Source: an optimization exercise on an open RTL-to-GDS flow (aim: small area, a short achievable clock period and few clock cycles). Production flows keep margins and buffers that such runs may drop.
Function was checked by simulation only, so behaviour that the tests miss may differ from the original.
Power figures rest on the tool's default switching activity, not on a simulated workload.

==> run.sh <==
#!/bin/bash
# synth_recipe.tcl (not shown) runs the flow's synth.tcl, then flattens the netlist and writes it again
# the make line also repeats each setting of config.mk as NAME=value (left out here)
make -C /OpenROAD-flow-scripts/flow DESIGN_CONFIG=/design/flow/config.mk WORK_HOME=/design/flow/orfs CLKGATE_MAP_FILE= SYNTH_SCRIPT=/design/flow/synth_recipe.tcl finish
==> config.mk <==
export PLATFORM = sky130hd
export DESIGN_NAME = safe64_core
export DESIGN_NICKNAME = safe64_core
export VERILOG_FILES = /design/flow/design.v
export SDC_FILE = /design/flow/constraint.sdc
export NUM_CORES = 4
export LEC_CHECK = 0
export CAP_MARGIN = 20
export CORE_MARGIN = 2
export CORE_UTILIZATION = 40
export SLEW_MARGIN = 20
==> design.v <==
module safe64_fwd (
    input  wire [5:0] code,
    output reg  [7:0] sym
);
    always @(*) begin
        if (code == 6'd0)
            sym = 8'h2D;                        
        else if (code <= 6'd10)
            sym = 8'h2F + {2'b00, code};        
        else if (code <= 6'd36)
            sym = 8'h36 + {2'b00, code};        
        else if (code == 6'd37)
            sym = 8'h5F;                        
        else
            sym = 8'h3B + {2'b00, code};        
    end
endmodule
module safe64_rev (
    input  wire [7:0] sym,
    output reg        is_code,
    output reg        is_ws,
    output reg  [5:0] code
);
    always @(*) begin
        is_code = 1'b0;
        is_ws   = 1'b0;
        code    = 6'd0;
        if (sym == 8'h2D) begin
            is_code = 1'b1;
            code    = 6'd0;
        end else if (sym >= 8'h30 && sym <= 8'h39) begin
            is_code = 1'b1;
            code    = sym[5:0] - 6'h2F;
        end else if (sym >= 8'h41 && sym <= 8'h5A) begin
            is_code = 1'b1;
            code    = sym[5:0] - 6'h36;
        end else if (sym == 8'h5F) begin
            is_code = 1'b1;
            code    = 6'd37;
        end else if (sym >= 8'h61 && sym <= 8'h7A) begin
            is_code = 1'b1;
            code    = sym[5:0] - 6'h3B;
        end else if (sym == 8'h09 || sym == 8'h0A || sym == 8'h0D || sym == 8'h20) begin
            is_ws   = 1'b1;
        end
    end
endmodule
module safe64_core (
    input  wire        clk,
    input  wire        rst,
    input  wire        reg_we,
    input  wire [7:0]  reg_addr,
    input  wire [31:0] reg_wdata,
    output reg  [31:0] reg_rdata,
    output reg         mem_req,
    output reg         mem_we,
    output reg  [31:0] mem_addr,
    output reg  [7:0]  mem_wdata,
    input  wire [7:0]  mem_rdata,
    input  wire        mem_ready
);
    localparam [1:0] OP_ENC = 2'd0, OP_DEC = 2'd1, OP_VWR = 2'd2, OP_VRD = 2'd3;
    localparam [2:0] S_IDLE = 3'd0,    
                     S_RD   = 3'd1,    
                     S_WR   = 3'd2,    
                     S_AL   = 3'd3,    
                     S_VW   = 3'd4,    
                     S_SC   = 3'd5,    
                     S_V2   = 3'd6,    
                     S_VF   = 3'd7;    
    reg [31:0] cmd_q;         
    reg [31:0] res_q;         
    reg [31:0] sp_q, sl_q;    
    reg [31:0] dp_q, dl_q;    
    reg [63:0] val_q;         
    reg        pad_q;         
    reg [2:0]  st_q;
    reg [1:0]  op_q;
    reg        f_q;
    reg [31:0] rr_q;          
    reg [23:0] acc_q;         
    reg [1:0]  cnt_q;         
    reg [3:0]  k_q;           
    reg        flag_q;        
    wire busy = (st_q != S_IDLE);
    wire       cmd_wr = (st_q == S_IDLE) && reg_we && (reg_addr[7:2] == 6'h00);
    wire       w_hi0  = (reg_wdata[31:5] == 27'd0);
    wire [3:0] w_op   = reg_wdata[3:0];
    wire       w_enc  = w_hi0 && (w_op == 4'h1);
    wire       w_dec  = w_hi0 && (w_op == 4'h2);
    wire       w_vwr  = w_hi0 && !reg_wdata[4] && (w_op == 4'h3);
    wire       w_vrd  = w_hi0 && !reg_wdata[4] && (w_op == 4'h4);
    wire       w_legal = w_enc || w_dec || w_vwr || w_vrd;
    wire       w_badlen = ((w_enc || w_dec || w_vrd) && sl_q[31]) ||
                          ((w_enc || w_dec || w_vwr) && dl_q[31]);
    wire [1:0] w_opc  = w_dec ? OP_DEC : w_vwr ? OP_VWR : w_vrd ? OP_VRD : OP_ENC;
    wire       r_code_ok, r_ws;
    wire [5:0] r_code;
    safe64_rev u_rev (
        .sym     (mem_rdata),
        .is_code (r_code_ok),
        .is_ws   (r_ws),
        .code    (r_code)
    );
    wire [4:0] v_top  = {pad_q, val_q[63:60]};
    wire       v_last = (k_q == 4'd12);
    wire [5:0] fwd_in = (st_q == S_VW) ? {!v_last, v_top} : acc_q[23:18];
    wire [7:0] fwd_out;
    safe64_fwd u_fwd (
        .code (fwd_in),
        .sym  (fwd_out)
    );
    wire rr_z   = (rr_q == 32'd0);
    wire dl_hi0 = (dl_q[31:4] == 28'd0);
    wire enc    = (op_q == OP_ENC);
    wire       vw_first = !flag_q && ((v_top != 5'd0) || v_last);
    wire       vw_short = dl_hi0 && (dl_q[3:0] < (4'd13 - k_q));
    wire       vw_fail  = res_q[31] || (vw_first && vw_short);
    wire       vw_write = (flag_q || vw_first) && !vw_fail;
    wire       vr_ovf = (k_q == 4'd13) || ((k_q == 4'd12) && flag_q);
    always @(*) begin
        mem_req   = 1'b0;
        mem_we    = 1'b0;
        case (st_q)
            S_RD:        mem_req = !rr_z;
            S_SC, S_V2:  mem_req = 1'b1;
            S_WR:        begin mem_req = 1'b1; mem_we = 1'b1; end
            S_VW:        begin mem_req = vw_write; mem_we = 1'b1; end
            default: ;
        endcase
        mem_addr  = mem_we ? dp_q : cmd_q;
        mem_wdata = (op_q == OP_DEC) ? acc_q[23:16] : fwd_out;
    end
    always @(*) begin
        case (reg_addr[7:2])
            6'h00:   reg_rdata = cmd_q;
            6'h01:   reg_rdata = {31'd0, busy};
            6'h02:   reg_rdata = res_q;
            6'h03:   reg_rdata = sp_q;
            6'h04:   reg_rdata = sl_q;
            6'h05:   reg_rdata = dp_q;
            6'h06:   reg_rdata = dl_q;
            6'h07:   reg_rdata = val_q[31:0];
            6'h08:   reg_rdata = val_q[63:32];
            default: reg_rdata = 32'd0;
        endcase
    end
    wire [31:0] rp_inc = cmd_q + 32'd1;
    wire [31:0] rr_dec = rr_q - 32'd1;
    wire [1:0]  cnt_inc = cnt_q + 2'd1;
    wire [1:0]  cnt_dec = cnt_q - 2'd1;
    wire [23:0] acc_sh  = enc ? {acc_q[17:0], 6'd0} : {acc_q[15:0], 8'd0};
    wire [3:0]  k_inc   = k_q + 4'd1;
    wire [31:0] cmd_fin = {27'd0, f_q, 1'b0,
                           (op_q == OP_VRD), (op_q == OP_VWR) || (op_q == OP_DEC),
                           (op_q == OP_VWR) || (op_q == OP_ENC)};
    always @(posedge clk) begin
        if (rst) begin
            st_q  <= S_IDLE;
            cmd_q <= 32'd0;
            res_q <= 32'd0;
            sp_q  <= 32'd0;
            sl_q  <= 32'd0;
            dp_q  <= 32'd0;
            dl_q  <= 32'd0;
            val_q <= 64'd0;
            pad_q <= 1'b0;
        end else begin
            case (st_q)
            S_IDLE: begin
                if (reg_we) begin
                    case (reg_addr[7:2])
                        6'h00: begin
                            op_q   <= w_opc;
                            f_q    <= reg_wdata[4];
                            rr_q   <= sl_q;
                            acc_q  <= 24'd0;
                            cnt_q  <= 2'd0;
                            k_q    <= 4'd0;
                            flag_q <= 1'b0;
                            if (!w_legal) begin
                                cmd_q <= reg_wdata;
                                res_q <= 32'hFFFF_FFFA;           
                            end else if (w_badlen) begin
                                cmd_q <= reg_wdata;
                                res_q <= 32'hFFFF_FFFB;           
                            end else begin
                                cmd_q <= sp_q;
                                res_q <= 32'd0;
                                st_q  <= w_vwr ? S_VW : S_RD;
                            end
                        end
                        6'h03: sp_q          <= reg_wdata;
                        6'h04: sl_q          <= reg_wdata;
                        6'h05: dp_q          <= reg_wdata;
                        6'h06: dl_q          <= reg_wdata;
                        6'h07: val_q[31:0]   <= reg_wdata;
                        6'h08: val_q[63:32]  <= reg_wdata;
                        default: ;
                    endcase
                end
            end
            S_RD: begin
                if (rr_z) begin
                    case (op_q)
                    OP_ENC: begin
                        if (cnt_q == 2'd0 || !f_q) begin
                            st_q  <= S_IDLE;
                            cmd_q <= cmd_fin;
                        end else if (dl_hi0 && dl_q[3:0] <= {2'b00, cnt_q}) begin
                            res_q <= 32'hFFFF_FFFF;               
                            st_q  <= S_IDLE;
                            cmd_q <= cmd_fin;
                        end else begin
                            acc_q <= acc_sh;
                            cnt_q <= cnt_q;                       
                            st_q  <= cnt_q[1] ? S_WR : S_AL;
                        end
                    end
                    OP_DEC: begin
                        if (cnt_q == 2'd0) begin
                            sp_q  <= cmd_q;
                            sl_q  <= rr_q;
                            st_q  <= S_IDLE;
                            cmd_q <= cmd_fin;
                        end else if (!f_q) begin
                            st_q  <= S_IDLE;
                            cmd_q <= cmd_fin;
                        end else if (cnt_q == 2'd1) begin
                            cmd_q <= sp_q;
                            rr_q  <= sl_q;
                            st_q  <= S_SC;
                        end else if (dl_hi0 && {1'b0, dl_q[3:0]} < {3'b000, cnt_q} - 5'd1) begin
                            res_q <= 32'hFFFF_FFFF;               
                            st_q  <= S_IDLE;
                            cmd_q <= cmd_fin;
                        end else begin
                            acc_q <= acc_sh;
                            cnt_q <= cnt_q - 2'd2;
                            st_q  <= (cnt_q == 2'd3) ? S_WR : S_AL;
                        end
                    end
                    default: begin                                
                        res_q <= 32'hFFFF_FFFD;                   
                        st_q  <= S_IDLE;
                        cmd_q <= cmd_fin;
                    end
                    endcase
                end else if (mem_ready) begin
                    case (op_q)
                    OP_ENC: begin
                        acc_q <= {acc_q[15:0], mem_rdata};
                        cmd_q <= rp_inc;
                        rr_q  <= rr_dec;
                        if (cnt_q == 2'd2) begin
                            cnt_q <= 2'd3;
                            if (dl_hi0 && dl_q[3:2] == 2'b00) begin
                                res_q <= 32'hFFFF_FFFF;           
                                st_q  <= S_IDLE;
                                cmd_q <= cmd_fin;
                            end else begin
                                st_q  <= S_WR;
                            end
                        end else begin
                            cnt_q <= cnt_inc;
                        end
                    end
                    OP_DEC: begin
                        if (r_ws) begin
                            cmd_q <= rp_inc;
                            rr_q  <= rr_dec;
                        end else if (!r_code_ok) begin
                            sp_q  <= cmd_q;
                            sl_q  <= rr_q;
                            res_q <= 32'hFFFF_FFFE;               
                            st_q  <= S_IDLE;
                            cmd_q <= cmd_fin;
                        end else begin
                            acc_q <= {acc_q[17:0], r_code};
                            cmd_q <= rp_inc;
                            rr_q  <= rr_dec;
                            cnt_q <= cnt_inc;
                            if (cnt_q == 2'd3) begin
                                cnt_q <= 2'd2;
                                if (dl_hi0 && dl_q[3:0] < 4'd3) begin
                                    res_q <= 32'hFFFF_FFFF;       
                                    st_q  <= S_IDLE;
                                    cmd_q <= cmd_fin;
                                end else begin
                                    st_q  <= S_WR;
                                end
                            end
                        end
                    end
                    default: begin                                
                        if (!r_code_ok || vr_ovf) begin
                            sp_q  <= cmd_q;
                            sl_q  <= rr_q;
                            res_q <= 32'hFFFF_FFFE;               
                            st_q  <= S_IDLE;
                            cmd_q <= cmd_fin;
                        end else if (!r_code[5]) begin
                            cmd_q <= sp_q;
                            rr_q  <= sl_q;
                            val_q <= 64'd0;
                            st_q  <= S_V2;
                        end else begin
                            cmd_q <= rp_inc;
                            rr_q  <= rr_dec;
                            if (k_q != 4'd0 || r_code[4:0] != 5'd0)
                                k_q <= k_inc;
                            if (k_q == 4'd0)
                                flag_q <= r_code[4];
                        end
                    end
                    endcase
                end
            end
            S_AL: begin
                acc_q <= acc_sh;
                st_q  <= S_WR;
            end
            S_WR: begin
                if (mem_ready) begin
                    acc_q <= acc_sh;
                    dp_q  <= dp_q + 32'd1;
                    dl_q  <= dl_q - 32'd1;
                    res_q <= res_q + 32'd1;
                    sp_q  <= cmd_q;
                    sl_q  <= rr_q;
                    if (cnt_q != 2'd0)
                        cnt_q <= cnt_dec;
                    if (cnt_q == 2'd0) begin
                        if (rr_z) begin
                            st_q  <= S_IDLE;
                            cmd_q <= cmd_fin;
                        end else begin
                            st_q  <= S_RD;
                        end
                    end
                end
            end
            S_SC: begin
                if (mem_ready) begin
                    if (r_ws) begin
                        cmd_q <= rp_inc;
                        rr_q  <= rr_dec;
                    end else begin
                        sp_q  <= cmd_q;
                        sl_q  <= rr_q;
                        res_q <= 32'hFFFF_FFFE;                   
                        st_q  <= S_IDLE;
                        cmd_q <= cmd_fin;
                    end
                end
            end
            S_V2: begin
                if (mem_ready) begin
                    val_q <= {val_q[58:0], r_code[4:0]};
                    res_q <= res_q + 32'd1;
                    cmd_q <= rp_inc;
                    rr_q  <= rr_dec;
                    if (!r_code[5])
                        st_q <= S_VF;
                end
            end
            S_VF: begin
                sp_q  <= cmd_q;
                sl_q  <= rr_q;
                st_q  <= S_IDLE;
                cmd_q <= cmd_fin;
            end
            default: begin                                        
                if (vw_first) begin
                    flag_q <= 1'b1;
                    if (vw_short)
                        res_q <= 32'hFFFF_FFFF;                   
                end
                if (!vw_write || mem_ready) begin
                    {pad_q, val_q} <= {val_q[59:0], pad_q, val_q[63:60]};
                    k_q <= k_inc;
                    if (vw_write) begin
                        dp_q  <= dp_q + 32'd1;
                        dl_q  <= dl_q - 32'd1;
                        res_q <= res_q + 32'd1;
                    end
                    if (v_last) begin
                        st_q  <= S_IDLE;
                        cmd_q <= cmd_fin;
                    end
                end
            end
            endcase
        end
    end
endmodule
==> constraint.sdc <==
create_clock -name core_clock -period 9.0 [get_ports {clk}]
set_input_delay 1.8000 -clock core_clock [delete_from_list [all_inputs] [get_ports {clk}]]
set_output_delay 1.8000 -clock core_clock [all_outputs]
set_load 0.01 [all_outputs]
==> flow_metrics.py, run 1 <==
metrics = {
    "run_status": {
        "status": "finished clean",
    },
    "placement": {
        "dp_hpwl_mm": 71.4,
        "place_area_sq_um": 24000,
        "dpl_worst_slack_ns": 2.23,
        "io_buffers": 123,
        "gp_congestion": 0.988,
        "dp.cells": 3588,
    },
    "worst_setup_path": {
        "r2r-end": "cmd_q[16]",
        "path_cells": "clkdlybuf4s50_1 > nor3_1 > and2_1 > buf_4 > and3_1 > a222oi_1 > o21ai_0 > clkdlybuf4s50_1",
        "crit_arrival_ns": 5.21,
        "crit_top_cell": "clkdlybuf4s50_1",
        "rr_startpoint": "rr_q[0]",
        "crit_path_end_kind": "output pin",
        "critical_path.startpoint": "reg_addr[5]",
        "crit_buf_inv": 3,
        "path_delay_family": "buffers and inverters",
        "crit_cells": 8,
        "slowest_delay_ns": 0.85,
        "cp_max_fo": 37,
        "slowest_stage": "and3_1",
        "critPathCapture": "reg_rdata[13]",
        "path_class": "in2out",
        "rrSetupSlack_ns": 4.38,
        "reg2reg_depth": 12,
        "cp.required_ns": 7.20,
        "cp-start-kind": "primary input",
    },
    "finish": {
        "layout-drive-gt1-share_pct": 8.60,
        "finalNetCount": 2978,
        "fill_cells": 5505,
        "finalNonFillerCells": 3666,
        "stdcell_area_sq_um": 25300,
        "seqCellArea_sq_um": 7190,
        "multi_input_area_sq_um": 14000,
        "synthToLayoutAreaGrowth_pct": 13.9,
    },
    "routing": {
        "via_count": 24000,
        "drc_errors": 0,
        "antenna_left": 0,
        "wirelength_mm": 98.3,
        "wl_per_cell_um": 26.8,
        "drtIter0Drc": 2861,
        "firstDrtPassIters": 9,
        "viasPerCell": 6.53,
    },
    "power_and_ir_drop": {
        "irDropWorstVdd_uv": 117,
        "leakage_nw": 8.27,
        "total_power_mw": 3.42,
        "p_per_area_nw_per_um2": 135,
    },
    "yosys": {
        "seq_area_frac_synth_pct": 32.4,
        "synth_simple_gate_area_share_pct": 22.2,
        "yosys.area.top_type": "dfxtp_1",
        "netlist_area_sq_um": 22200,
        "synth-xor-area-share_pct": 2.44,
        "synthMuxAreaShare_pct": 5.89,
        "yosysMostFrequentCell": "nor2_1",
        "yosys-top-cells-area": "dfxtp_1 (23%), edfxtp_1 (8.9%), a21oi_1 (7.2%), o21ai_0 (6.3%), nor2_1 (6.1%)",
        "synth_fa_ha_area_share_pct": 2.37,
        "ys_top_cells_by_count": "nor2_1 (361), a21oi_1 (318), o21ai_0 (279)",
        "synth_area_per_cell_sq_um": 7.70,
        "async_flop_share_pct": 0,
        "synth_cell_types": 93,
        "synth_seq_cells": 326,
        "synth_compound_area_share_pct": 29.8,
        "ys.warnings.count": 3,
        "synth_top_family_by_area": "compound AO/OA/AOI/OAI gates",
        "syn_nets": 2979,
        "ys_dominant_reg_cell": "dfxtp_1",
        "synth_enable_flop_cells": 66,
        "synth_cells": 2885,
        "netlist.area_leader.share_pct": 23.4,
    },
    "timing": {
        "final_hold_viol_count": 0,
        "setup_violations": 0,
        "final_max_slew_viol_count": 0,
        "timing.fmax_mhz": 143,
        "layout_setup_ws_ns": 1.99,
        "max-slew-margin-rel_pct": 27.2,
        "rsz0062_at_grt": "no",
        "fin_crit_ns": 7.01,
        "fin_crit_sh_pct": 77.9,
        "skew_ns": 0.0372,
        "setup_tns_ns": 0,
        "tightestPinTransition_ns": 1.09,
    },
    "clock_tree": {
        "cts-resized-gates": 0,
        "cts.sinks": 326,
        "tritoncts": "yes",
        "cts_buffer_depth": 3,
        "cts_setup_buffers": 0,
        "cts_hold_buffers": 0,
        "clock_latency_ns": 0.60,
        "numCtsBuffers": 42,
        "clkTransAtPathRegs_ns": 0.06,
        "h-tree-depth": 2,
        "clock-root-buffer": "clkbuf_16",
    },
    "global_routing": {
        "grt_overflow": 0,
        "grt_pass1_wl_mm": 145,
        "antenna_found_initial": 4,
        "grt_pass1_vias": 22000,
        "grt.total_usage_pct": 33.7,
        "grt_max_degree": 115,
    },
    "job": {
        "maxCapViolations": 0,
    },
    "floorplanning": {
        "die_h_um": 240,
        "die_area_sq_um": 57400,
        "io_pins": 126,
        "initial_utilization_pct": 40.4,
        "core_sq_um": 55000,
        "die_w_um": 240,
        "num_rows": 86,
    },
    "hold_path": {
        "hold_path.class": "reg2reg",
    },
}
-- power breakdown --
part / leakage [nW] / total [mW] / switching (mW) / internal, mW
registers: 2.69 / 1.50 / 0.0120 / 1.49
clock network: 0.650 / 1.66 / 0.718 / 0.940
logic: 4.92 / 0.259 / 0.179 / 0.0803
total: 8.27 / 3.42 / 0.909 / 2.51
-- final cells by class --
type                            instances  area share (%)
Sequential cell                       326            28.4
Clock buffer                           63            4.82
Antenna cell                            1         0.00989
Clock inverter                         14           0.391
Multi-Input combinational cell       2287            55.4
Timing Repair Buffer                  182            6.60
Tap cell                              748            3.70
Inverter                               45           0.667
-- kinds of logic (layout without fill, tap and decap cells) --
family                     after synthesis  in the layout
xor gates and xnor gates                62             62
adders and majority gates               42             42
muxes                                  110            110
AOI/OAI and AO/OA                     1040           1040
other                                    0              1
buffers and inverters                  272            304
and+or+nand+nor                       1033           1033
DFF                                    326            326
-- metrics by stage --
stage / hold WS, ns / utilization (%)
floorplan: 0.454 / -
global placement: 0.480 / 43.6
detailed placement: 0.494 / 43.6
CTS: 0.498 / 46.0
global route: 0.536 / 46.0
finish: 0.495 / 46.0
-- how the worst min path moves through the flow --
stage,to,slack (ns),from,depth (start not counted)
after floorplan,dl_q[26],0.45,dl_q[26],2
after global placement,dl_q[9],0.48,dl_q[9],2
after detailed placement,dl_q[9],0.49,dl_q[9],2
after CTS,dl_q[9],0.50,dl_q[9],2
after global routing,dl_q[9],0.54,dl_q[9],2
final,dl_q[9],0.50,dl_q[9],2
-- worst min-delay path, cell delays in order, from the launching register on --
cell and delay, ns:
dfxtp_1 0.31, o21ai_0 0.07, a21oi_1 0.06
-- registers in the layout, summed over array words and instances, names as in the netlist --
name / flops
acc_q: 24
dl_q: 32
sp_q: 32
cmd_q: 32
st_q: 3
cnt_q: 2
val_q: 64
k_q: 4
res_q: 32
sl_q: 32
f_q: 1
flag_q: 1
pad_q: 1
rr_q: 32
dp_q: 32
op_q: 2
-- cells in the final DEF, fill, tap and decap left out, types with 24 or more instances in the layout --
cell,netlist,layout
a211oi_2,25,25
o211ai_1,34,34
nand2_1,244,243
a21oi_1,318,316
clkbuf_16,0,42
nand4_1,24,24
dfxtp_1,260,260
a211oi_1,109,109
inv_1,43,43
clkdlybuf4s50_1,0,120
nand3_1,66,66
mux2_2,46,46
a31oi_1,29,29
nor2_1,361,358
ha_1,42,42
xor2_1,32,32
mux2i_1,52,52
nor4_1,34,33
nor3_1,82,80
o21ai_0,279,278
edfxtp_1,66,66
xnor2_1,30,30
buf_4,8,60
and3_1,32,32
and2_1,67,67
a22oi_1,40,40
-- per-layer routing --
metal  vias up  global-route usage, %  wire length [um]
li1      10700                      -                 -
met1     11500                   43.2             38600
met2      1401                   51.2             42800
met3       295                   6.60              9810
met4         4                   22.3              7130
met5         -                      0                22
Testbench counts, summed over its fixed seeds: cycles 108,034.
==> run 2: changes to the inputs <==
--- a/config.mk
+++ b/config.mk
@@ -10,2 +10,3 @@
 export CORE_UTILIZATION = 40
+export SETUP_SLACK_MARGIN = 4
 export SLEW_MARGIN = 20
==> flow_metrics.py, run 2 <==
metrics = {
    "power_and_ir_drop": {
        "p_per_area_nw_per_um2": 130,
        "clock_power_share_pct": 48.1,
        "p_sw_mw": 0.944,
        "power.share.switching_pct": 27.0,
        "p_seq_share_pct": 43.1,
        "combPwrFrac_pct": 8.8,
        "irDropWorstVdd_uv": 135,
        "power.internal_mw": 2.55,
        "leakage_nw": 9.07,
    },
    "finish": {
        "synthToLayoutAreaGrowth_pct": 21.0,
        "n_antenna_cell": 0,
        "layout-drive-gt1-share_pct": 15.5,
        "regMostFlops": "val_q",
        "multi_input_area_sq_um": 14600,
        "layout_commonest_cell": "nor2_1",
        "seqCellArea_sq_um": 7190,
        "finalNetCount": 3055,
        "finalNonFillerCells": 3739,
        "largest_reg_flops": 64,
        "fill_cells": 5307,
        "final_cell_mix": "nor2_1 (355), a21oi_1 (308), dfxtp_1 (259), nand2_1 (236), o21ai_0 (230)",
    },
    "routing": {
        "via_count": 24800,
        "wirelength_mm": 104,
        "drc_errors": 0,
        "wl_per_cell_um": 27.7,
        "drtIter0Drc": 3756,
        "firstDrtPassIters": 7,
        "antenna_left": 0,
        "viasPerCell": 6.64,
    },
    "yosys": {
        "ys_top_cells_by_count": "nor2_1 (361), a21oi_1 (318), o21ai_0 (279)",
        "synth_area_per_cell_sq_um": 7.70,
        "synth_cell_types": 93,
        "synth_cells": 2885,
        "syn_nets": 2979,
        "synth_seq_cells": 326,
        "ys.warnings.count": 3,
        "seq_area_frac_synth_pct": 32.4,
        "yosys.area.top_type": "dfxtp_1",
        "ys_dominant_reg_cell": "dfxtp_1",
        "yosys-top-cells-area": "dfxtp_1 (23%), edfxtp_1 (8.9%), a21oi_1 (7.2%), o21ai_0 (6.3%), nor2_1 (6.1%)",
        "netlist_area_sq_um": 22200,
        "async_flop_share_pct": 0,
        "synth_enable_flop_cells": 66,
        "netlist.area_leader.share_pct": 23.4,
        "yosysMostFrequentCell": "nor2_1",
    },
    "timing": {
        "timing.fmax_mhz": 193,
        "setup_tns_ns": 0,
        "fin_crit_sh_pct": 57.6,
        "setup_violations": 0,
        "final_max_slew_viol_count": 0,
        "tightestPinTransition_ns": 1.07,
        "final_hold_viol_count": 0,
        "rsz0062_at_grt": "yes",
        "fin_crit_ns": 5.18,
        "max-slew-margin-rel_pct": 27.8,
        "skew_ns": 0.0602,
    },
    "clock_tree": {
        "cts.sinks": 326,
        "cts_buffer_depth": 3,
        "clock_latency_ns": 0.63,
        "clock-root-buffer": "clkbuf_16",
        "numCtsBuffers": 40,
        "h-tree-depth": 2,
        "tritoncts": "yes",
        "clkTransAtPathRegs_ns": 0.06,
    },
    "global_routing": {
        "grt_max_degree": 185,
        "grt.total_usage_pct": 34.4,
        "antenna_found_initial": 4,
        "grt_pass1_vias": 22400,
        "grt_overflow": 0,
        "grt_pass1_wl_mm": 148,
    },
    "placement": {
        "dp.cells": 3581,
        "io_buffers": 123,
        "dp_hpwl_mm": 70.1,
        "gp_congestion": 0.976,
    },
    "worst_setup_path": {
        "reg2reg_depth": 9,
        "rrSetupSlack_ns": 4.37,
        "cp_max_fo": 8,
        "cp.required_ns": 7.20,
        "critPathCapture": "reg_rdata[27]",
        "path_class": "in2out",
        "crit_path_end_kind": "output pin",
        "crit_arrival_ns": 3.38,
        "rr_startpoint": "rr_q[26]",
        "critical_path.startpoint": "reg_addr[3]",
        "cp-start-kind": "primary input",
        "r2r-end": "cmd_q[16]",
    },
    "job": {
        "maxCapViolations": 0,
    },
    "floorplanning": {
        "initial_utilization_pct": 40.4,
        "core_sq_um": 55000,
        "die_w_um": 240,
        "num_rows": 86,
        "die_area_sq_um": 57400,
        "io_pins": 126,
        "die_h_um": 240,
    },
    "hold_path": {
        "hold_path.class": "reg2reg",
    },
    "run_status": {
        "status": "finished clean",
    },
}
-- run 2: cell count changes in the layout (fill, tap and decap cells not counted), sizes merged, moves of 3 or more --
| cell | before | now |
|---|---|---|
| bufbuf | 0 | 4 |
| clkbuf | 64 | 69 |
| clkdlybuf4s15 | 0 | 3 |
| buf | 61 | 165 |
| dlygate4sd2 | 0 | 3 |
| clkdlybuf4s50 | 120 | 70 |
-- run 2: repair_timing --
action,CTS,global route
pin swaps,36,29
gates resized for setup,332,91
cloned,11,6
setup endpoints to repair,293,242
hold buffers,0,0
setup buffers,36,33
-- run 2: metal layers --
metal	part of all wire, %	global-route usage (%)
met5	0.013	0
met3	12	7.10
met4	7.4	22.3
met1	39	45.2
met2	42	51.1
-- run 2: through the flow --
stage               util [%]  total power, mW  setup WS [ns]  area (sq um)  hold WS (ns)
global placement        43.5             1.79           2.06         23900         0.487
floorplan                  -             1.67           4.00         22200         0.454
detailed placement      43.5             1.79           2.26         23900         0.500
finish                  48.9             3.49           3.82         26900         0.507
CTS                     47.7             3.48           3.83         26200         0.509
global route            48.9             3.56           3.79         26900         0.524
-- run 2: how the worst min path moves through the flow --
stage | startpoint | end | slack, ns | cells past startpoint
after floorplan | dl_q[26] | dl_q[26] | 0.45 | 2
after global placement | sl_q[0] | sl_q[0] | 0.49 | 2
after detailed placement | dl_q[29] | dl_q[29] | 0.50 | 2
after CTS | dl_q[29] | dl_q[29] | 0.51 | 2
after global routing | sl_q[0] | sl_q[0] | 0.52 | 2
final | sl_q[0] | sl_q[0] | 0.51 | 2
-- run 2: kinds of logic after synthesis --
kind of cell	after synthesis	share of synthesized area [%]
adder cells (fa/ha/maj)	42	2.37
flip-flops	326	32.4
buffers and inverters	272	4.92
AND/OR/NAND/NOR	1033	22.2
multiplexers	110	5.89
AO/OA/AOI/OAI	1040	29.8
XOR/XNOR	62	2.44
-- run 2: worst max-delay path, cell delays in order --
cell and delay, ns:
buf_16 0.13, buf_12 0.13, nor2_4 0.04, and3_4 0.21, buf_16 0.17, a222oi_1 0.54
o21ai_1 0.17, buf_2 0.18
-- run 2: layout make-up --
| cell class | instances | share of cell area [%] |
|---|---|---|
| tap | 748 | 3.48 |
| clock inverter | 15 | 0.726 |
| sequential | 326 | 26.8 |
| multi-input combinational | 2288 | 54.1 |
| inverter | 45 | 0.689 |
| timing repair buffer | 259 | 9.94 |
| clock buffer | 57 | 4.22 |
| timing repair inverter | 1 | 0.0326 |
-- run 2: power groups by stage --
stage / logic (mW) / clock network, mW / registers [mW]
floorplan: 0.144 / 0 / 1.53
global placement: 0.251 / 0 / 1.54
detailed placement: 0.253 / 0 / 1.54
CTS: 0.285 / 1.69 / 1.50
global route: 0.313 / 1.74 / 1.50
finish: 0.306 / 1.68 / 1.50
==> run 3: changes to the inputs <==
--- a/config.mk
+++ b/config.mk
@@ -7,2 +7,3 @@
 export LEC_CHECK = 0
+export ABC_CLOCK_PERIOD_IN_PS = 4000
 export CAP_MARGIN = 20
==> flow_metrics.py, run 3 <==
metrics = {
    "clock_tree": {
        "clkTransAtPathRegs_ns": 0.06,
        "clock-root-buffer": "clkbuf_16",
        "cts.sinks": 326,
        "clock_latency_ns": 0.63,
        "h-tree-depth": 2,
        "tritoncts": "yes",
        "cts_buffer_depth": 3,
        "numCtsBuffers": 40,
    },
    "yosys": {
        "ys.warnings.count": 3,
        "yosysMostFrequentCell": "nor2_1",
        "ys_top_cells_by_count": "nor2_1 (361), a21oi_1 (318), o21ai_0 (279)",
        "synth_seq_cells": 326,
        "synthMuxAreaShare_pct": 5.89,
        "syn_nets": 2979,
        "synth_area_per_cell_sq_um": 7.70,
        "yosys-top-cells-area": "dfxtp_1 (23%), edfxtp_1 (8.9%), a21oi_1 (7.2%), o21ai_0 (6.3%), nor2_1 (6.1%)",
        "synth-xor-area-share_pct": 2.44,
        "netlist_area_sq_um": 22200,
        "synth_cells": 2885,
        "ys_dominant_reg_cell": "dfxtp_1",
        "synth_compound_area_share_pct": 29.8,
        "synth_simple_gate_area_share_pct": 22.2,
        "synth_cell_types": 93,
        "synth_enable_flop_cells": 66,
        "seq_area_frac_synth_pct": 32.4,
        "synth_top_family_by_area": "compound AO/OA/AOI/OAI gates",
        "yosys.area.top_type": "dfxtp_1",
        "netlist.area_leader.share_pct": 23.4,
        "synth_fa_ha_area_share_pct": 2.37,
        "async_flop_share_pct": 0,
    },
    "worst_setup_path": {
        "cp-start-kind": "primary input",
        "rr_startpoint": "rr_q[26]",
        "reg2reg_depth": 9,
        "cp_max_fo": 8,
        "crit_path_end_kind": "output pin",
        "crit_buf_inv": 4,
        "rrSetupSlack_ns": 4.37,
        "path_delay_family": "compound AO/OA/AOI/OAI gates",
        "slowest_delay_ns": 0.54,
        "slowest_stage": "a222oi_1",
        "r2r-end": "cmd_q[16]",
        "path_cells": "buf_16 > buf_12 > nor2_4 > and3_4 > buf_16 > a222oi_1 > o21ai_1 > buf_2",
        "crit_top_cell": "buf_16",
        "crit_arrival_ns": 3.38,
        "path_class": "in2out",
        "cp.required_ns": 7.20,
    },
    "finish": {
        "final_cell_mix": "nor2_1 (355), a21oi_1 (308), dfxtp_1 (259), nand2_1 (236), o21ai_0 (230)",
        "layout-drive-gt1-share_pct": 15.5,
        "synthToLayoutAreaGrowth_pct": 21.0,
        "layout_commonest_cell": "nor2_1",
        "finalNonFillerCells": 3739,
        "largest_reg_flops": 64,
        "n_antenna_cell": 0,
        "stdcell_area_sq_um": 26900,
        "regMostFlops": "val_q",
        "finalNetCount": 3055,
    },
    "global_routing": {
        "grt_overflow": 0,
        "grt_pass1_vias": 22400,
        "grt_pass1_wl_mm": 148,
        "antenna_found_initial": 4,
        "grt.total_usage_pct": 34.4,
        "grt_max_degree": 185,
    },
    "routing": {
        "drc_errors": 0,
        "wirelength_mm": 104,
        "wl_per_cell_um": 27.7,
        "drtIter0Drc": 3756,
        "firstDrtPassIters": 7,
        "via_count": 24800,
        "viasPerCell": 6.64,
        "antenna_left": 0,
    },
    "floorplanning": {
        "initial_utilization_pct": 40.4,
        "core_sq_um": 55000,
        "num_rows": 86,
        "die_w_um": 240,
        "io_pins": 126,
        "die_h_um": 240,
        "die_area_sq_um": 57400,
    },
    "timing": {
        "timing.fmax_mhz": 193,
        "setup_tns_ns": 0,
        "fin_crit_sh_pct": 57.6,
        "rsz0062_at_grt": "yes",
        "max-slew-margin-rel_pct": 27.8,
        "fin_crit_ns": 5.18,
        "tightestPinTransition_ns": 1.07,
        "final_max_slew_viol_count": 0,
        "final_hold_viol_count": 0,
        "setup_violations": 0,
        "skew_ns": 0.0602,
    },
    "hold_path": {
        "hold_depth": 2,
        "hold_path.class": "reg2reg",
        "holdPathEnd": "sl_q[0]",
        "hold_start": "sl_q[0]",
    },
    "placement": {
        "gp_congestion": 0.976,
        "place_area_sq_um": 23900,
        "io_buffers": 123,
        "dp.cells": 3581,
        "dp_hpwl_mm": 70.1,
    },
    "run_status": {
        "status": "finished clean",
    },
    "job": {
        "maxCapViolations": 0,
    },
    "power_and_ir_drop": {
        "irDropWorstVdd_uv": 135,
        "leakage_nw": 9.07,
        "p_per_area_nw_per_um2": 130,
    },
}
run 3: cell counts after synthesis:
Identical to the previous run, type by type.
run 3: report_power, final:
group | switching, mW | internal, mW | total (mW)
sequential | 0.0127 | 1.49 | 1.50
clock | 0.732 | 0.949 | 1.68
combinational | 0.200 | 0.106 | 0.306
run 3: how the worst max path moves through the flow:
stage | from | to | slack (ns) | depth (start not counted)
floorplan | reg_addr[5] | reg_rdata[20] | 4.00 | 8
global placement | reg_addr[3] | reg_rdata[13] | 2.06 | 9
detailed placement | mem_rdata[1] | sp_q[19] | 2.26 | 13
CTS | reg_addr[3] | reg_rdata[27] | 3.83 | 8
global route | reg_addr[2] | reg_rdata[27] | 3.79 | 6
finish | reg_addr[3] | reg_rdata[27] | 3.82 | 8
run 3: cell type report:
type / instances / area, sq um
timing repair buffer: 259 / 2670
timing repair inverter: 1 / 8.76
multi-input combinational: 2288 / 14600
clock inverter: 15 / 195
tap: 748 / 936
fill: 5307 / 28100
inverter: 45 / 185
clock buffer: 57 / 1130
sequential: 326 / 7190
run 3: metal layers:
layer / routed length, um / vias up / track usage [%]
li1: - / 10900 / -
met1: 40100 / 11900 / 45.2
met2: 43400 / 1678 / 51.1
met3: 12400 / 349 / 7.10
met4: 7660 / 2 / 22.3
met5: 13 / - / 0
run 3: metrics by stage:
step	hold slack, ns	setup slack, ns	utilization, %	power [mW]
after CTS	0.509	3.83	47.7	3.48
after detailed placement	0.500	2.26	43.5	1.79
after floorplan	0.454	4.00	-	1.67
after global routing	0.524	3.79	48.9	3.56
after global placement	0.487	2.06	43.5	1.79
final	0.507	3.82	48.9	3.49
run 3: kinds of logic (layout without fill, tap and decap cells):
kind of cell | Yosys count | count (layout)
AO/OA/AOI/OAI | 1040 | 1041
XOR/XNOR | 62 | 62
adder cells (fa/ha/maj) | 42 | 42
buffers and inverters | 272 | 377
flip-flops | 326 | 326
multiplexers | 110 | 110
AND/OR/NAND/NOR | 1033 | 1033
run 3: repair_timing:
item | in CTS | in global routing
endpoints found under the hold margin | 0 | 0
cloned | 11 | 6
gates resized for setup | 332 | 91
setup buffers | 36 | 33
hold buffers | 0 | 0
setup endpoints to repair | 293 | 242
pin swaps | 36 | 29
run 3: worst min-delay path, cell delays in order, from the launching register on:
cell,delay [ns]
dfxtp_1,0.31
nor2_1,0.10
a211oi_1,0.05
==> run 4: changes to the inputs <==
--- a/design.v
+++ b/design.v
@@ -84,2 +84,3 @@
     reg        flag_q;        
+    reg        run_q;         
     wire busy = (st_q != S_IDLE);
@@ -133,5 +134,8 @@
     end
+    wire [31:0] cmd_fin = {27'd0, f_q, 1'b0,
+                           (op_q == OP_VRD), (op_q == OP_VWR) || (op_q == OP_DEC),
+                           (op_q == OP_VWR) || (op_q == OP_ENC)};
     always @(*) begin
         case (reg_addr[7:2])
-            6'h00:   reg_rdata = cmd_q;
+            6'h00:   reg_rdata = run_q ? cmd_fin : cmd_q;
             6'h01:   reg_rdata = {31'd0, busy};
@@ -147,3 +151,3 @@
     end
-    wire [31:0] rp_inc = cmd_q + 32'd1;
+    wire [31:0] addr_inc = mem_addr + 32'd1;    
     wire [31:0] rr_dec = rr_q - 32'd1;
@@ -153,5 +157,2 @@
     wire [3:0]  k_inc   = k_q + 4'd1;
-    wire [31:0] cmd_fin = {27'd0, f_q, 1'b0,
-                           (op_q == OP_VRD), (op_q == OP_VWR) || (op_q == OP_DEC),
-                           (op_q == OP_VWR) || (op_q == OP_ENC)};
     always @(posedge clk) begin
@@ -159,2 +160,3 @@
             st_q  <= S_IDLE;
+            run_q <= 1'b0;
             cmd_q <= 32'd0;
@@ -180,2 +182,3 @@
                             flag_q <= 1'b0;
+                            run_q  <= w_legal && !w_badlen;
                             if (!w_legal) begin
@@ -208,3 +211,2 @@
                             st_q  <= S_IDLE;
-                            cmd_q <= cmd_fin;
                         end else if (dl_hi0 && dl_q[3:0] <= {2'b00, cnt_q}) begin
@@ -212,3 +214,2 @@
                             st_q  <= S_IDLE;
-                            cmd_q <= cmd_fin;
                         end else begin
@@ -224,6 +225,4 @@
                             st_q  <= S_IDLE;
-                            cmd_q <= cmd_fin;
                         end else if (!f_q) begin
                             st_q  <= S_IDLE;
-                            cmd_q <= cmd_fin;
                         end else if (cnt_q == 2'd1) begin
@@ -235,3 +234,2 @@
                             st_q  <= S_IDLE;
-                            cmd_q <= cmd_fin;
                         end else begin
@@ -245,3 +243,2 @@
                         st_q  <= S_IDLE;
-                        cmd_q <= cmd_fin;
                     end
@@ -252,3 +249,3 @@
                         acc_q <= {acc_q[15:0], mem_rdata};
-                        cmd_q <= rp_inc;
+                        cmd_q <= addr_inc;
                         rr_q  <= rr_dec;
@@ -259,4 +256,3 @@
                                 st_q  <= S_IDLE;
-                                cmd_q <= cmd_fin;
-                            end else begin
+                                end else begin
                                 st_q  <= S_WR;
@@ -269,3 +265,3 @@
                         if (r_ws) begin
-                            cmd_q <= rp_inc;
+                            cmd_q <= addr_inc;
                             rr_q  <= rr_dec;
@@ -276,6 +272,5 @@
                             st_q  <= S_IDLE;
-                            cmd_q <= cmd_fin;
                         end else begin
                             acc_q <= {acc_q[17:0], r_code};
-                            cmd_q <= rp_inc;
+                            cmd_q <= addr_inc;
                             rr_q  <= rr_dec;
@@ -287,4 +282,3 @@
                                     st_q  <= S_IDLE;
-                                    cmd_q <= cmd_fin;
-                                end else begin
+                                        end else begin
                                     st_q  <= S_WR;
@@ -300,3 +294,2 @@
                             st_q  <= S_IDLE;
-                            cmd_q <= cmd_fin;
                         end else if (!r_code[5]) begin
@@ -307,3 +300,3 @@
                         end else begin
-                            cmd_q <= rp_inc;
+                            cmd_q <= addr_inc;
                             rr_q  <= rr_dec;
@@ -325,3 +318,3 @@
                     acc_q <= acc_sh;
-                    dp_q  <= dp_q + 32'd1;
+                    dp_q  <= addr_inc;
                     dl_q  <= dl_q - 32'd1;
@@ -335,3 +328,2 @@
                             st_q  <= S_IDLE;
-                            cmd_q <= cmd_fin;
                         end else begin
@@ -345,3 +337,3 @@
                     if (r_ws) begin
-                        cmd_q <= rp_inc;
+                        cmd_q <= addr_inc;
                         rr_q  <= rr_dec;
@@ -352,3 +344,2 @@
                         st_q  <= S_IDLE;
-                        cmd_q <= cmd_fin;
                     end
@@ -360,3 +351,3 @@
                     res_q <= res_q + 32'd1;
-                    cmd_q <= rp_inc;
+                    cmd_q <= addr_inc;
                     rr_q  <= rr_dec;
@@ -370,3 +361,2 @@
                 st_q  <= S_IDLE;
-                cmd_q <= cmd_fin;
             end
@@ -382,3 +372,3 @@
                     if (vw_write) begin
-                        dp_q  <= dp_q + 32'd1;
+                        dp_q  <= addr_inc;
                         dl_q  <= dl_q - 32'd1;
@@ -388,3 +378,2 @@
                         st_q  <= S_IDLE;
-                        cmd_q <= cmd_fin;
                     end
--- a/config.mk
+++ b/config.mk
@@ -7,3 +7,2 @@
 export LEC_CHECK = 0
-export ABC_CLOCK_PERIOD_IN_PS = 4000
 export CAP_MARGIN = 20
==> flow_metrics.py, run 4 <==
metrics = {
    "timing": {
        "setup_violations": 0,
        "skew_ns": 0.0223,
        "fin_crit_ns": 5.34,
        "tightestPinTransition_ns": 1.15,
        "fin_crit_sh_pct": 59.4,
        "rsz0062_at_grt": "yes",
        "setup_tns_ns": 0,
        "final_hold_viol_count": 0,
        "timing.fmax_mhz": 187,
        "max-slew-margin-rel_pct": 23.3,
        "final_max_slew_viol_count": 0,
        "layout_setup_ws_ns": 3.66,
    },
    "routing": {
        "met1_length_mm": 41.5,
        "antenna_left": 0,
        "viasPerCell": 6.70,
        "firstDrtPassIters": 8,
        "met2WireLength_mm": 41.2,
        "drtIter0Drc": 3414,
        "via_count": 23900,
        "highest_layer": "met5",
        "route.met3.wl_mm": 14.1,
        "wl_per_cell_um": 28.6,
        "drc_errors": 0,
        "wirelength_mm": 102,
    },
    "power_and_ir_drop": {
        "leakage_nw": 9.26,
        "clock_power_share_pct": 46.8,
        "power.share.switching_pct": 27.0,
        "total_power_mw": 3.66,
        "combPwrFrac_pct": 10.9,
        "irDropWorstVdd_uv": 113,
        "power.internal_mw": 2.67,
        "p_seq_share_pct": 42.3,
        "p_sw_mw": 0.990,
        "p_per_area_nw_per_um2": 142,
    },
    "floorplanning": {
        "core_sq_um": 52300,
        "io_pins": 126,
        "num_rows": 84,
        "initial_utilization_pct": 40.3,
        "die_h_um": 234,
        "die_w_um": 234,
        "die_area_sq_um": 54600,
    },
    "yosys": {
        "yosysMostFrequentCell": "nand2_1",
        "synth_cells": 2736,
        "yosys.area.top_type": "dfxtp_1",
        "synth_seq_cells": 327,
        "netlist_area_sq_um": 21100,
        "synth_cell_types": 90,
        "yosys-top-cells-area": "dfxtp_1 (25%), edfxtp_1 (9.4%), nand2_1 (6.4%), nor2_1 (6.0%), a21oi_1 (5.0%)",
        "netlist.area_leader.share_pct": 24.8,
        "async_flop_share_pct": 0,
        "ys_dominant_reg_cell": "dfxtp_1",
        "ys.warnings.count": 3,
        "ys_top_cells_by_count": "nand2_1 (358), nor2_1 (336), dfxtp_1 (261)",
        "synth_area_per_cell_sq_um": 7.71,
        "syn_nets": 2828,
        "seq_area_frac_synth_pct": 34.1,
        "synth_enable_flop_cells": 66,
    },
    "worst_setup_path": {
        "path_class": "in2out",
        "crit_arrival_ns": 3.54,
        "path_cells": "buf_12 > or4b_4 > nor3_4 > buf_6 > buf_12 > a222oi_1 > nand2_1 > buf_2",
        "critical_path.startpoint": "reg_addr[5]",
        "slowest_stage": "or4b_4",
        "crit_cells": 8,
        "cp_max_fo": 6,
        "crit_top_cell": "buf_12",
        "critPathCapture": "reg_rdata[26]",
        "rrSetupSlack_ns": 4.39,
        "crit_buf_inv": 4,
        "slowest_delay_ns": 0.64,
        "path_delay_family": "simple AND/OR/NAND/NOR gates",
        "r2r-end": "dp_q[26]",
        "cp-start-kind": "primary input",
        "reg2reg_depth": 16,
        "cp.required_ns": 7.20,
        "rr_startpoint": "st_q[2]",
        "crit_path_end_kind": "output pin",
    },
    "finish": {
        "largest_reg_flops": 64,
        "final_util_pct": 49.5,
        "final_cell_mix": "nand2_1 (350), nor2_1 (327), dfxtp_1 (259), a21oi_1 (198), o21ai_0 (173)",
        "fill_cells": 5066,
        "layout-drive-gt1-share_pct": 15.1,
        "n_antenna_cell": 0,
        "finalNonFillerCells": 3561,
        "regMostFlops": "val_q",
        "seqCellArea_sq_um": 7210,
        "finalNetCount": 2936,
        "multi_input_area_sq_um": 13600,
        "synthToLayoutAreaGrowth_pct": 22.6,
        "layout_commonest_cell": "nand2_1",
    },
    "run_status": {
        "status": "finished clean",
    },
    "placement": {
        "dp.cells": 3383,
        "io_buffers": 123,
        "dpl_worst_slack_ns": 1.83,
        "gp_congestion": 0.973,
        "dp_hpwl_mm": 69.6,
    },
    "clock_tree": {
        "cts_hold_buffers": 0,
        "h-tree-depth": 2,
        "clock-root-buffer": "clkbuf_16",
        "tritoncts": "yes",
        "cts.sinks": 327,
        "clkTransAtPathRegs_ns": 0.06,
        "numCtsBuffers": 39,
        "cts_buffer_depth": 3,
        "clock_latency_ns": 0.58,
    },
    "global_routing": {
        "grt_pass1_vias": 21800,
        "grt.total_usage_pct": 36.2,
        "grt_overflow": 0,
        "antenna_found_initial": 1,
        "grt_max_degree": 96,
        "grt_pass1_wl_mm": 147,
    },
    "hold_path": {
        "hold_path.class": "reg2reg",
    },
    "job": {
        "maxCapViolations": 0,
    },
}
run 4: timing repair:
item,in CTS,in global routing
endpoints found under the setup margin,324,271
pin swaps,40,46
cloned,14,1
resized for setup,330,59
buffers inserted,76,17
run 4: how the worst min path moves through the flow:
stage	to	cells after the start	startpoint	slack [ns]
after floorplan	dp_q[5]	2	dp_q[5]	0.46
after global placement	val_q[15]	2	val_q[10]	0.48
after detailed placement	val_q[13]	2	val_q[8]	0.49
after CTS	val_q[13]	2	val_q[8]	0.50
after global routing	val_q[14]	2	val_q[9]	0.52
final	val_q[14]	2	val_q[9]	0.50
run 4: logic make-up (layout without fill, tap and decap cells):
family,Yosys count,count (layout),share of synthesized area (%)
buf+inv,271,401,5.07
fa+ha+maj,40,40,2.37
mux,62,62,3.18
flops,327,327,34.1
compound gates,897,897,29.1
xor+xnor,76,76,3.15
simple gates,1063,1070,23.0
run 4: layout make-up:
type,count,share of cell area (%)
clock buffers,58,4.72
clock inverters,12,0.532
inverters,58,0.855
well taps,688,3.33
repair buffers,273,10.2
flip-flops and latches,327,27.9
multi-input cells,2145,52.5
run 4: metrics by stage:
stage,cell area (sq um),hold slack (ns)
floorplan,21200,0.458
global placement,22900,0.476
detailed placement,22900,0.491
CTS,25500,0.503
global route,25900,0.517
finish,25900,0.500
run 4: power by group through the flow:
stage          Combinational [mW]  Sequential [mW]  Clock, mW
3_3_place_gp                0.339             1.58          0
2_1_floorplan               0.212             1.56          0
6_report                    0.398             1.55       1.72
4_1_cts                     0.375             1.55       1.72
3_5_place_dp                0.342             1.58          0
5_1_grt                     0.419             1.55       1.78
run 4: worst reg2reg max path, cell delays in order (launching register included):
cell and delay [ns]:
dfxtp_4 0.35, buf_12 0.12, buf_12 0.12, xor2_4 0.17, nand2_2 0.07, buf_6 0.21
clkinvlp_4 0.20, buf_4 0.26, nand2_1 0.11, nand2_2 0.23, ha_1 0.31, a41oi_1 0.36
nand4b_1 0.63, or4_1 0.73, xnor2_1 0.24, nand2_1 0.08, a311oi_1 0.28
run 4: per-layer routing:
layer	vias to the layer above	GRT usage, %
li1	10500	-
met1	11500	51.2
met2	1641	50.9
met3	294	9.78
met4	2	16.3
met5	-	0
Testbench counts of run 4, summed over its fixed seeds: cycles 108,034.
==> run 5: changes to the inputs <==
--- a/config.mk
+++ b/config.mk
@@ -10,3 +10,5 @@
 export CORE_UTILIZATION = 40
+export PLACE_DENSITY = 0.75
 export SETUP_SLACK_MARGIN = 4
 export SLEW_MARGIN = 20
+export TNS_END_PERCENT = 5
==> flow_metrics.py, run 5 <==
metrics = {
    "timing": {
        "fin_crit_sh_pct": 61.3,
        "max-slew-margin-rel_pct": 16.5,
        "rsz0062_at_grt": "yes",
        "tightestPinTransition_ns": 1.24,
        "final_hold_viol_count": 0,
        "setup_tns_ns": 0,
        "setup_violations": 0,
        "fin_crit_ns": 5.51,
        "skew_ns": 0.0379,
        "timing.fmax_mhz": 181,
        "final_max_slew_viol_count": 0,
    },
    "power_and_ir_drop": {
        "clock_power_share_pct": 44.9,
        "p_per_area_nw_per_um2": 139,
        "irDropWorstVdd_uv": 117,
        "power.internal_mw": 2.54,
        "power.share.switching_pct": 27.5,
        "p_sw_mw": 0.965,
        "combPwrFrac_pct": 11.0,
        "p_seq_share_pct": 44.1,
        "leakage_nw": 8.89,
    },
    "routing": {
        "viasPerCell": 6.72,
        "drtIter0Drc": 4517,
        "wirelength_mm": 93.9,
        "wl_per_cell_um": 26.7,
        "antenna_left": 0,
        "via_count": 23600,
        "drc_errors": 0,
        "firstDrtPassIters": 12,
    },
    "worst_setup_path": {
        "cp.required_ns": 7.20,
        "path_class": "reg2out",
        "rrSetupSlack_ns": 3.76,
        "crit_arrival_ns": 3.71,
        "critical_path.startpoint": "st_q[0]",
        "cp_max_fo": 42,
        "rr_startpoint": "st_q[0]",
        "crit_path_end_kind": "output pin",
        "cp-start-kind": "flop",
    },
    "clock_tree": {
        "clkTransAtPathRegs_ns": 0.06,
        "cts_buffer_depth": 3,
        "h-tree-depth": 2,
        "clock_latency_ns": 0.60,
        "tritoncts": "yes",
        "clock-root-buffer": "clkbuf_16",
        "cts.sinks": 327,
        "numCtsBuffers": 38,
    },
    "yosys": {
        "ys.warnings.count": 3,
        "synth-xor-area-share_pct": 3.15,
        "synth_area_per_cell_sq_um": 7.71,
        "ys_top_cells_by_count": "nand2_1 (358), nor2_1 (336), dfxtp_1 (261)",
        "syn_nets": 2828,
        "synth_simple_gate_area_share_pct": 23.0,
        "async_flop_share_pct": 0,
        "yosysMostFrequentCell": "nand2_1",
        "synth_seq_cells": 327,
        "yosys.area.top_type": "dfxtp_1",
        "synth_enable_flop_cells": 66,
        "ys_dominant_reg_cell": "dfxtp_1",
        "synth_fa_ha_area_share_pct": 2.37,
        "yosys-top-cells-area": "dfxtp_1 (25%), edfxtp_1 (9.4%), nand2_1 (6.4%), nor2_1 (6.0%), a21oi_1 (5.0%)",
        "synth_cell_types": 90,
        "seq_area_frac_synth_pct": 34.1,
        "netlist.area_leader.share_pct": 24.8,
        "synth_top_family_by_area": "compound AO/OA/AOI/OAI gates",
        "netlist_area_sq_um": 21100,
        "synth_cells": 2736,
        "synthMuxAreaShare_pct": 3.18,
        "synth_compound_area_share_pct": 29.1,
    },
    "global_routing": {
        "grt_overflow": 0,
        "grt.total_usage_pct": 33.4,
        "grt_max_degree": 78,
        "antenna_found_initial": 9,
        "grt_pass1_vias": 21100,
        "grt_pass1_wl_mm": 138,
    },
    "placement": {
        "place_area_sq_um": 22900,
        "dp_hpwl_mm": 62.4,
        "gp_congestion": 1.01,
        "io_buffers": 123,
    },
    "run_status": {
        "status": "finished clean",
    },
    "finish": {
        "finalNetCount": 2888,
        "layout_commonest_cell": "nand2_1",
        "largest_reg_flops": 64,
        "final_cell_mix": "nand2_1 (354), nor2_1 (329), dfxtp_1 (260), a21oi_1 (202), o21ai_0 (175)",
        "stdcell_area_sq_um": 25200,
        "synthToLayoutAreaGrowth_pct": 19.2,
        "regMostFlops": "val_q",
        "layout-drive-gt1-share_pct": 11.5,
        "fill_cells": 5043,
    },
    "hold_path": {
        "hold_start": "val_q[8]",
        "hold_path.class": "reg2reg",
    },
    "floorplanning": {
        "io_pins": 126,
        "core_sq_um": 52300,
        "initial_utilization_pct": 40.3,
        "die_area_sq_um": 54600,
        "die_h_um": 234,
        "die_w_um": 234,
        "num_rows": 84,
    },
    "job": {
        "maxCapViolations": 0,
    },
}
run 5: cell counts after synthesis:
No cell type changed its count.
run 5: area by class of cell:
class | instances | area (sq um) | area share, %
antenna | 5 | 12.5 | 0.0497
sequential | 327 | 7210 | 28.7
clock inverter | 9 | 168 | 0.666
multi-input combinational | 2142 | 13300 | 52.9
tap | 688 | 861 | 3.42
clock buffer | 58 | 1050 | 4.16
timing repair buffer | 229 | 2340 | 9.31
inverter | 58 | 218 | 0.865
run 5: timing repair:
action,4_1_cts,5_1_grt
setup endpoints to repair,308,371
buffers inserted,35,12
gates cloned,11,0
gates resized for setup,262,18
pin swaps,35,6
hold buffers,0,0
run 5: power groups by stage:
stage | Combinational (mW) | Sequential (mW) | Clock (mW)
final | 0.384 | 1.55 | 1.58
after global routing | 0.402 | 1.55 | 1.63
after detailed placement | 0.335 | 1.58 | 0
after CTS | 0.362 | 1.54 | 1.57
after floorplan | 0.212 | 1.56 | 0
after global placement | 0.333 | 1.58 | 0
run 5: final timing paths:
check                              endpoint  cells after the start
worst min-delay path              val_q[13]                      2
worst max register to register     dp_q[26]                     16
worst min register to register    val_q[13]                      2
worst max-delay path            mem_addr[0]                      9
run 5: per-layer routing:
metal  global-route usage (%)  vias to the layer above  share of wire [%]
li1                         -                    10400                  -
met1                     43.4                    10900                 36
met2                     48.2                     1896                 40
met3                     11.9                      438                 16
met4                     17.3                        4                6.9
met5                        0                        -              0.031
run 5: per-stage QoR:
| stage | std cells | total power [mW] | util (%) | setup WS, ns | hold WS, ns |
|---|---|---|---|---|---|
| 2_1_floorplan | 2736 | 1.77 | - | 3.87 | 0.458 |
| 3_3_place_gp | 3386 | 1.91 | 43.7 | 1.72 | 0.496 |
| 3_5_place_dp | 3386 | 1.91 | 43.7 | 1.69 | 0.496 |
| 4_1_cts | 3499 | 3.48 | 47.6 | 3.68 | 0.490 |
| 5_1_grt | 3511 | 3.58 | 48.1 | 3.52 | 0.526 |
| 6_report | 3516 | 3.51 | 48.1 | 3.49 | 0.501 |
run 5: cell families (layout without fill, tap and decap cells):
| kind of cell | after synthesis | after routing |
|---|---|---|
| other | 0 | 5 |
| AO/OA/AOI/OAI | 897 | 897 |
| XOR/XNOR | 76 | 76 |
| multiplexers | 62 | 62 |
| adder cells (fa/ha/maj) | 40 | 40 |
| buffers and inverters | 271 | 354 |
| flip-flops | 327 | 327 |
| AND/OR/NAND/NOR | 1063 | 1067 |
run 5: worst max-delay path, cell delays in order (launching register included):
cell and delay, ns:
dfxtp_1 0.33, buf_12 0.18, inv_1 0.60, nand2_2 0.06
buf_4 0.35, inv_1 0.12, buf_4 0.39, nand2_1 0.11
nand2_1 0.27, clkdlybuf4s50_1 0.62
==> run 6: changes to the inputs <==
--- a/config.mk
+++ b/config.mk
@@ -10,3 +10,2 @@
 export CORE_UTILIZATION = 40
-export PLACE_DENSITY = 0.75
 export SETUP_SLACK_MARGIN = 4
==> flow_metrics.py, run 6 <==
metrics = {
    "run_status": {
        "status": "finished clean",
    },
    "global_routing": {
        "grt_pass1_wl_mm": 146,
        "use_met2_pct": 55.0,
        "grt_overflow": 0,
        "antenna_found_initial": 4,
        "grtUsageMet1_pct": 45.8,
        "grt_pass1_vias": 22200,
        "grt_use_met3_pct": 9.46,
        "grt_max_degree": 108,
        "busiest_layer": "met2",
        "grt.total_usage_pct": 35.9,
    },
    "finish": {
        "final_util_pct": 48.8,
        "largest_reg_flops": 64,
        "final_cell_mix": "nand2_1 (353), nor2_1 (328), dfxtp_1 (260), a21oi_1 (203), o21ai_0 (175)",
        "finalNonFillerCells": 3531,
        "layout_commonest_cell": "nand2_1",
        "regMostFlops": "val_q",
        "finalNetCount": 2904,
        "layout-drive-gt1-share_pct": 12.1,
        "stdcell_area_sq_um": 25500,
        "synthToLayoutAreaGrowth_pct": 21.0,
    },
    "routing": {
        "drc_errors": 0,
        "wl_per_cell_um": 28.6,
        "viasPerCell": 6.72,
        "antenna_left": 0,
        "via_count": 23700,
        "wirelength_mm": 101,
        "firstDrtPassIters": 9,
        "drtIter0Drc": 3364,
    },
    "worst_setup_path": {
        "path_delay_family": "buffers and inverters",
        "cp_max_fo": 16,
        "rrSetupSlack_ns": 4.26,
        "crit_arrival_ns": 3.53,
        "path_class": "in2out",
        "cp-start-kind": "primary input",
        "crit_buf_inv": 5,
        "rr_startpoint": "st_q[1]",
        "slowest_stage": "a222oi_1",
        "critical_path.startpoint": "reg_addr[2]",
        "crit_path_end_kind": "output pin",
        "path_cells": "buf_16 > nor2_2 > buf_6 > nand2_2 > nor4_4 > buf_4 > buf_8 > a222oi_1 > nand2_1 > buf_2",
        "cp.required_ns": 7.20,
        "slowest_delay_ns": 0.47,
    },
    "placement": {
        "dp.cells": 3387,
        "gp_congestion": 0.972,
        "place_area_sq_um": 22900,
        "dp_hpwl_mm": 64.4,
        "io_buffers": 123,
    },
    "timing": {
        "setup_violations": 0,
        "rsz0062_at_grt": "yes",
        "max-slew-margin-rel_pct": 14.5,
        "final_max_slew_viol_count": 0,
        "whs_ns": 0.506,
        "fin_crit_ns": 5.33,
        "fin_crit_sh_pct": 59.2,
        "timing.fmax_mhz": 188,
        "setup_tns_ns": 0,
        "skew_ns": 0.0266,
        "final_hold_viol_count": 0,
        "tightestPinTransition_ns": 1.27,
    },
    "yosys": {
        "synth_cell_types": 90,
        "async_flop_share_pct": 0,
        "yosys.area.top_type": "dfxtp_1",
        "yosys-top-cells-area": "dfxtp_1 (25%), edfxtp_1 (9.4%), nand2_1 (6.4%), nor2_1 (6.0%), a21oi_1 (5.0%)",
        "synth_cells": 2736,
        "syn_nets": 2828,
        "seq_area_frac_synth_pct": 34.1,
        "synth_area_per_cell_sq_um": 7.71,
        "synth_seq_cells": 327,
        "synth_enable_flop_cells": 66,
        "netlist.area_leader.share_pct": 24.8,
        "netlist_area_sq_um": 21100,
        "ys_top_cells_by_count": "nand2_1 (358), nor2_1 (336), dfxtp_1 (261)",
        "ys_dominant_reg_cell": "dfxtp_1",
        "yosysMostFrequentCell": "nand2_1",
        "ys.warnings.count": 3,
    },
    "power_and_ir_drop": {
        "combPwrFrac_pct": 10.8,
        "p_per_area_nw_per_um2": 141,
        "power.internal_mw": 2.61,
        "p_sw_mw": 0.990,
        "p_seq_share_pct": 42.9,
        "irDropWorstVdd_uv": 101,
        "clock_power_share_pct": 46.3,
        "power.share.switching_pct": 27.5,
        "leakage_nw": 9.00,
    },
    "clock_tree": {
        "numCtsBuffers": 40,
        "cts_hold_buffers": 0,
        "clkTransAtPathRegs_ns": 0.05,
        "cts.sinks": 327,
        "clock-root-buffer": "clkbuf_16",
        "clock_latency_ns": 0.58,
        "cts_buffer_depth": 3,
        "h-tree-depth": 2,
        "tritoncts": "yes",
    },
    "hold_path": {
        "hold_start": "dp_q[29]",
        "hold_path.class": "reg2reg",
    },
    "floorplanning": {
        "die_h_um": 234,
        "die_w_um": 234,
        "num_rows": 84,
        "initial_utilization_pct": 40.3,
        "core_sq_um": 52300,
        "io_pins": 126,
        "die_area_sq_um": 54600,
    },
    "job": {
        "maxCapViolations": 0,
    },
}
run 6: what timing repair did:
action,4_1_cts,5_1_grt
setup endpoints to repair,317,327
resized for setup,257,32
pin swaps,37,19
setup buffers,47,7
cloned,15,2
run 6: final cells by class:
class	count	area (sq um)
well taps	688	861
flip-flops and latches	327	7210
repair buffers	241	2580
fillers	5033	26800
diodes	2	5.00
multi-input cells	2144	13400
inverters	58	224
clock inverters	13	153
clock buffers	58	1140
run 6: cells by family after synthesis:
kind of cell | Yosys count | share of synthesized area, %
simple gates | 1063 | 23.0
compound gates | 897 | 29.1
flops | 327 | 34.1
buf+inv | 271 | 5.07
xor+xnor | 76 | 3.15
mux | 62 | 3.18
fa+ha+maj | 40 | 2.37
run 6: stage by stage:
stage	setup WS [ns]	total power [mW]
after floorplan	3.87	1.77
after CTS	3.75	3.59
after global placement	2.02	1.91
final	3.67	3.60
after global routing	3.66	3.68
after detailed placement	2.01	1.91
run 6: worst register-to-register path, cell delays in order, from the launching register on:
cell	delay, ns
dfxtp_1	0.34
buf_4	0.39
xor2_1	0.21
buf_4	0.22
nand2_2	0.10
clkinvlp_4	0.27
buf_4	0.31
nand2_1	0.08
nand2_1	0.27
ha_1	0.37
o2111a_1	0.23
a41oi_1	0.11
nand4b_1	0.30
buf_4	0.21
or4_1	0.64
xnor2_1	0.25
nand2_1	0.08
a311oi_1	0.29
run 6: power by group through the flow:
stage                     clock [mW]  sequential [mW]  combinational (mW)
after global placement             0             1.57               0.337
after CTS                       1.67             1.54               0.371
after global routing            1.72             1.55               0.411
after floorplan                    0             1.56               0.212
final                           1.67             1.55               0.390
after detailed placement           0             1.57               0.340
run 6: path summary, 6_finish.rpt:
check                 end  cells after the start
max          reg_rdata[3]                     10
min              dp_q[29]                      2
max reg2reg      dp_q[26]                     17
min reg2reg      dp_q[29]                      2
run 6: per-layer routing:
layer,up-vias,wire [um]
met4,2,6550
met3,385,12400
met1,11300,38400
met5,-,12
li1,10400,-
met2,1629,43500

-- what the ideal ports hide --
Ports are ideal in the flow. The routed layouts listed here were re-timed in OpenROAD.
Step 1 (the two cells are an assumption about what drives the block):
set clk [get_ports {clk}]
set_driving_cell -lib_cell sky130_fd_sc_hd__clkbuf_16 $clk
set_driving_cell -lib_cell sky130_fd_sc_hd__buf_2 [delete_from_list [all_inputs] $clk]
Step 2 also shifts input and output timing later by t, the mid clock arrival at the registers, as if the neighbouring blocks saw the same clock.
Slacks: no drivers / after step 1 / after step 2; pairs: no drivers / after step 1.
run	shift t [ns]	setup WS [ns]	worst hold slack (ns)	worst data-port slew with drivers (ns)
run 1	0.642	1.988 / 1.964 / 1.964	0.495 / 0.495 / 0.495	0.11
run 2	0.655	3.816 / 3.534 / 3.422	0.507 / 0.507 / 0.507	0.30
run 3	0.655	3.816 / 3.534 / 3.422	0.507 / 0.507 / 0.507	0.30
run 4	0.633	3.657 / 3.486 / 3.434	0.500 / 0.500 / 0.500	0.22
run 5	0.638	3.487 / 3.323 / 3.011	0.501 / 0.501 / 0.501	0.22
run 6	0.633	3.672 / 3.434 / 3.249	0.506 / 0.506 / 0.506	0.25
After both steps every run listed still meets setup and hold. For run 5, which loses most, drivers alone change the setup slack by -0.164 ns; drivers and shift together by -0.476 ns.
